This is an optimization exercise on Yosys and OpenROAD, whose aim is small area, a short achievable clock period and few clock cycles per item, not a production implementation.
Only simulation tests tie the RTL to the original design; equivalence was not proved.

// aca_alu
module aca_alu (
    input  wire        clk,
    input  wire        rst,         
    input  wire        in_valid,
    output reg         in_ready,
    input  wire [4:0]  in_op,
    input  wire [31:0] in_a,
    input  wire [31:0] in_b,
    input  wire [4:0]  in_tag,
    output reg         out_valid,
    input  wire        out_ready,
    output reg  [31:0] out_value,
    output reg  [1:0]  out_fault,
    output reg  [4:0]  out_tag
);
clock: 190.0 ns
lec_check: 0
cap_margin: 20
core_margin: 2
core_utilization: 50
cts_buf_list: sky130_fd_sc_hd__clkbuf_8
cts_cluster_diameter: 50
cts_cluster_size: 16
slew_margin: 20
synth_hierarchical: 1
synth_minimum_keep_size: 0
standard.sh (not shown) runs the stock make flow with config.mk's settings and CLKGATE_MAP_FILE= SYNTH_SCRIPT=/design/flow/synth_recipe.tcl, a recipe that flattens the netlist after the stock synthesis.
==> flow/flow/run.sh <==
#!/bin/bash
set -euo pipefail
R="$PWD/orfs/results/sky130hd/aca_alu/base"
bash standard.sh "$R/1_2_yosys.v" > make_synth.log 2>&1
sed -i -E 's/\bsky130_fd_sc_hd__a22oi_(2|4)\b/sky130_fd_sc_hd__a22oi_1/g' "$R/1_2_yosys.v"
grep -c "sky130_fd_sc_hd__a22oi_1" "$R/1_2_yosys.v" > resize.log
bash standard.sh "BUFFER_PORTS_ARGS=-buffer_cell sky130_fd_sc_hd__buf_1" finish > make_finish.log 2>&1
Testbench counts at the start, summed over its fixed seeds: cycles 26,922, items 24,000.
Change:
Settings changed: CAP_MARGIN 20 to 10, CORE_UTILIZATION 50 to 65, CTS_CLUSTER_DIAMETER 50 to 60, CTS_CLUSTER_SIZE 16 to 20, SLEW_MARGIN 20 to 10.
The changed run completed with no timing, DRC or antenna violations.
Die area decreases by 23%.
Fmax stays flat.
Core utilization rose by 15 points.
Change:
Settings changed: CAP_MARGIN 10 to 20, CORE_UTILIZATION 65 to 50, CTS_BUF_LIST sky130_fd_sc_hd__clkbuf_8 to sky130_fd_sc_hd__clkbuf_16, CTS_CLUSTER_DIAMETER 60 to 80, CTS_CLUSTER_SIZE 20 to 30, SLEW_MARGIN 10 to 20.
Effect: The new run went through all stages and came out clean. Clock-buffer cell count went down by 5. Die area climbs by 29%. Setup slack improved by 0.076 ns.

---

aca_alu, a different RTL version from the one above (not shown whole).
Size: roughly 2600 cells after synthesis, about 270 flip-flops.
## aca_alu
module aca_alu (
    input  wire        clk,
    input  wire        rst,         
    input  wire        in_valid,
    output reg         in_ready,
    input  wire [4:0]  in_op,
    input  wire [31:0] in_a,
    input  wire [31:0] in_b,
    input  wire [4:0]  in_tag,
    output reg         out_valid,
    input  wire        out_ready,
    output reg  [31:0] out_value,
    output reg  [1:0]  out_fault,
    output reg  [4:0]  out_tag
);
Settings: LEC_CHECK=0, CAP_MARGIN=20, CORE_MARGIN=2, CORE_UTILIZATION=50, CTS_BUF_LIST=sky130_fd_sc_hd__clkbuf_8, SLEW_MARGIN=20, SYNTH_HIERARCHICAL=1, SYNTH_MINIMUM_KEEP_SIZE=0; clock period 190.0 ns.
==> flow/flow/run.sh <==
#!/bin/bash
# The standard layout, with the ports buffered by the smallest buffer
# (sky130_fd_sc_hd__buf_1) instead of the default choice.
set -euo pipefail
bash standard.sh "BUFFER_PORTS_ARGS=-buffer_cell sky130_fd_sc_hd__buf_1" finish > make_finish.log 2>&1
The starting point completed without violations.
Testbench counts at the start, summed over its fixed seeds: cycles 26,922, items 24,000.
Next try:
==> flow/flow/run.sh (replaced) <==
#!/bin/bash
set -euo pipefail
R="$PWD/orfs/results/sky130hd/aca_alu/base"
bash standard.sh "$R/1_2_yosys.v" > make_synth.log 2>&1
sed -i -E 's/\bsky130_fd_sc_hd__a22oi_(2|4)\b/sky130_fd_sc_hd__a22oi_1/g' "$R/1_2_yosys.v"
grep -c "sky130_fd_sc_hd__a22oi_1" "$R/1_2_yosys.v" > resize.log
bash standard.sh "BUFFER_PORTS_ARGS=-buffer_cell sky130_fd_sc_hd__buf_1" finish > make_finish.log 2>&1
Design area came out lower by 2.4%.
Cell count is about the same.
Wire length fell by about 1.4%.
Next try:
==> flow/run.sh (new file) <==
#!/bin/bash
# synth_recipe.tcl (not shown) runs the flow's synth.tcl, then flattens the netlist and writes it again
# the make line also repeats each setting of config.mk as NAME=value (left out here)
make -C /OpenROAD-flow-scripts/flow DESIGN_CONFIG=/design/flow/config.mk WORK_HOME=/design/flow/orfs CLKGATE_MAP_FILE= SYNTH_SCRIPT=/design/flow/synth_recipe.tcl finish
removed: flow/flow/run.sh
removed: flow/standard.sh
The changed run passed the timing, design-rule and antenna checks; hold slack loses 0.011 ns; cell count came out higher by 0.32%; area after synthesis came out higher by 2.4%.

---

== build 44 ==
aca_alu with an RTL version that a note above also has.
For scale: roughly 2400 cells after synthesis.
Settings: LEC_CHECK=0, CAP_MARGIN=20, CORE_MARGIN=2, CORE_UTILIZATION=50, CTS_BUF_LIST=sky130_fd_sc_hd__clkbuf_8, CTS_CLUSTER_DIAMETER=60, CTS_CLUSTER_SIZE=20, SLEW_MARGIN=20, SYNTH_HIERARCHICAL=1, SYNTH_MINIMUM_KEEP_SIZE=0; clock period 190.0 ns.
==> flow/flow/run.sh <==
#!/bin/bash
set -euo pipefail
R="$PWD/orfs/results/sky130hd/aca_alu/base"
bash standard.sh "$R/1_2_yosys.v" > make_synth.log 2>&1
sed -i -E 's/\bsky130_fd_sc_hd__a22oi_(2|4)\b/sky130_fd_sc_hd__a22oi_1/g' "$R/1_2_yosys.v"
grep -c "sky130_fd_sc_hd__a22oi_1" "$R/1_2_yosys.v" > resize.log
bash standard.sh "BUFFER_PORTS_ARGS=-buffer_cell sky130_fd_sc_hd__buf_1" finish > make_finish.log 2>&1
Testbench counts of build 44, summed over its fixed seeds: cycles 26,922, items 24,000.
For build 63, these inputs were changed with respect to build 44:
-- flow/config.mk --
<<< build 44, line 10
export CORE_UTILIZATION = 50
export CTS_BUF_LIST = sky130_fd_sc_hd__clkbuf_8
export CTS_CLUSTER_DIAMETER = 60
export CTS_CLUSTER_SIZE = 20
>>> build 63, line 10
export CORE_UTILIZATION = 65
export CTS_BUF_LIST = sky130_fd_sc_hd__clkbuf_4
export CTS_CLUSTER_DIAMETER = 40
export CTS_CLUSTER_SIZE = 10
==> comparison <==
Delta (build 63 minus build 44): initial antenna violation count up 2, maximum operating frequency -about 0.3%, setup slack has decreased, clock sink count comparable, fraction of area in multi-input gates went up by 0.45 points. [build 63 vs build 44] total global-route track usage: higher in build 63. Of the two candidates, build 44 has the worse routed wire length and build 63 the better one. Build 63: sequential share of layout area is 0.23 points higher than what build 44 reported.
Here is what was changed in the inputs of build 73 compared with build 63.
-- flow/config.mk --
<<< build 63, line 10
export CORE_UTILIZATION = 65
export CTS_BUF_LIST = sky130_fd_sc_hd__clkbuf_4
export CTS_CLUSTER_DIAMETER = 40
export CTS_CLUSTER_SIZE = 10
>>> build 73, line 10
export CORE_UTILIZATION = 75
export CTS_BUF_LIST = sky130_fd_sc_hd__clkbuf_8
export CTS_CLUSTER_DIAMETER = 60
export CTS_CLUSTER_SIZE = 20
==> comparison <==
[compare] base=build 63 new=build 73: starting density of the core picked up an extra 10 points, global-route total usage across every layer picked up an extra 4.8 points, placed instance count lost 2.5%, post-route cell area lost 190 um2.
Input-level comparison between build 75 and build 73:
-- flow/config.mk --
<<< build 73, line 10
export CORE_UTILIZATION = 75
>>> build 75, line 10
export CORE_UTILIZATION = 65
==> notes.md <==
Diff build 73 -> build 75: first-iteration DRC count dropped 635; global-route wire length before repair went up 600 um.
Going from build 73 to build 75, critical path depth stayed essentially flat; number of global-route vias before repair fell by 445; arrival time of the worst setup path stayed essentially flat.

-- re-timing with driven ports --
No port has a modelled driver above. Below, the same layouts with a new extraction and two added sets of constraints.
Step 1 (the two cells are an assumption about what drives the block):
set clk [get_ports {clk}]
set_driving_cell -lib_cell sky130_fd_sc_hd__clkbuf_16 $clk
set_driving_cell -lib_cell sky130_fd_sc_hd__buf_2 [delete_from_list [all_inputs] $clk]
Step 2 adds t to the input delays and takes it off the output delays; t is the mean of the earliest and latest rising clock arrival at the registers after step 1. Input paths then give back, and output paths get back, about the clock's delay inside the block.
Slacks: ideal ports / drivers / drivers and shift; pairs: ideal ports / drivers.
| run | t (ns) | setup WS [ns] | worst register clock-pin slew, ns | cell pins on the clock port's net |
|---|---|---|---|---|
| the first run of note 1 | 0.677 | 150.806 / 150.752 / 150.435 | 0.10 / 0.10 | 1 |
| the second run of note 1 | 0.696 | 150.770 / 150.714 / 150.621 | 0.12 / 0.12 | 1 |
| the third run of note 1 | 0.627 | 150.846 / 150.788 / 150.491 | 0.11 / 0.11 | 1 |
| the first run of note 2 | 0.740 | 150.752 / 150.694 / 150.539 | 0.07 / 0.07 | 1 |
| the second run of note 2 | 0.729 | 150.777 / 150.715 / 150.569 | 0.08 / 0.08 | 1 |
| the third run of note 2 | 0.680 | 150.426 / 150.369 / 150.137 | 0.07 / 0.07 | 1 |
| build 44 | 0.700 | 150.744 / 150.691 / 150.486 | 0.12 / 0.12 | 1 |
| build 63 | 0.841 | 150.620 / 150.563 / 150.535 | 0.12 / 0.12 | 1 |
| build 73 | 0.721 | 150.750 / 150.697 / 150.580 | 0.12 / 0.12 | 1 |
| build 75 | 0.696 | 150.762 / 150.706 / 150.544 | 0.12 / 0.12 | 1 |
After both steps setup and hold are still met in every run listed. For the first run of note 1, which loses most, drivers alone change the setup slack by -0.054 ns; drivers and shift together by -0.371 ns.
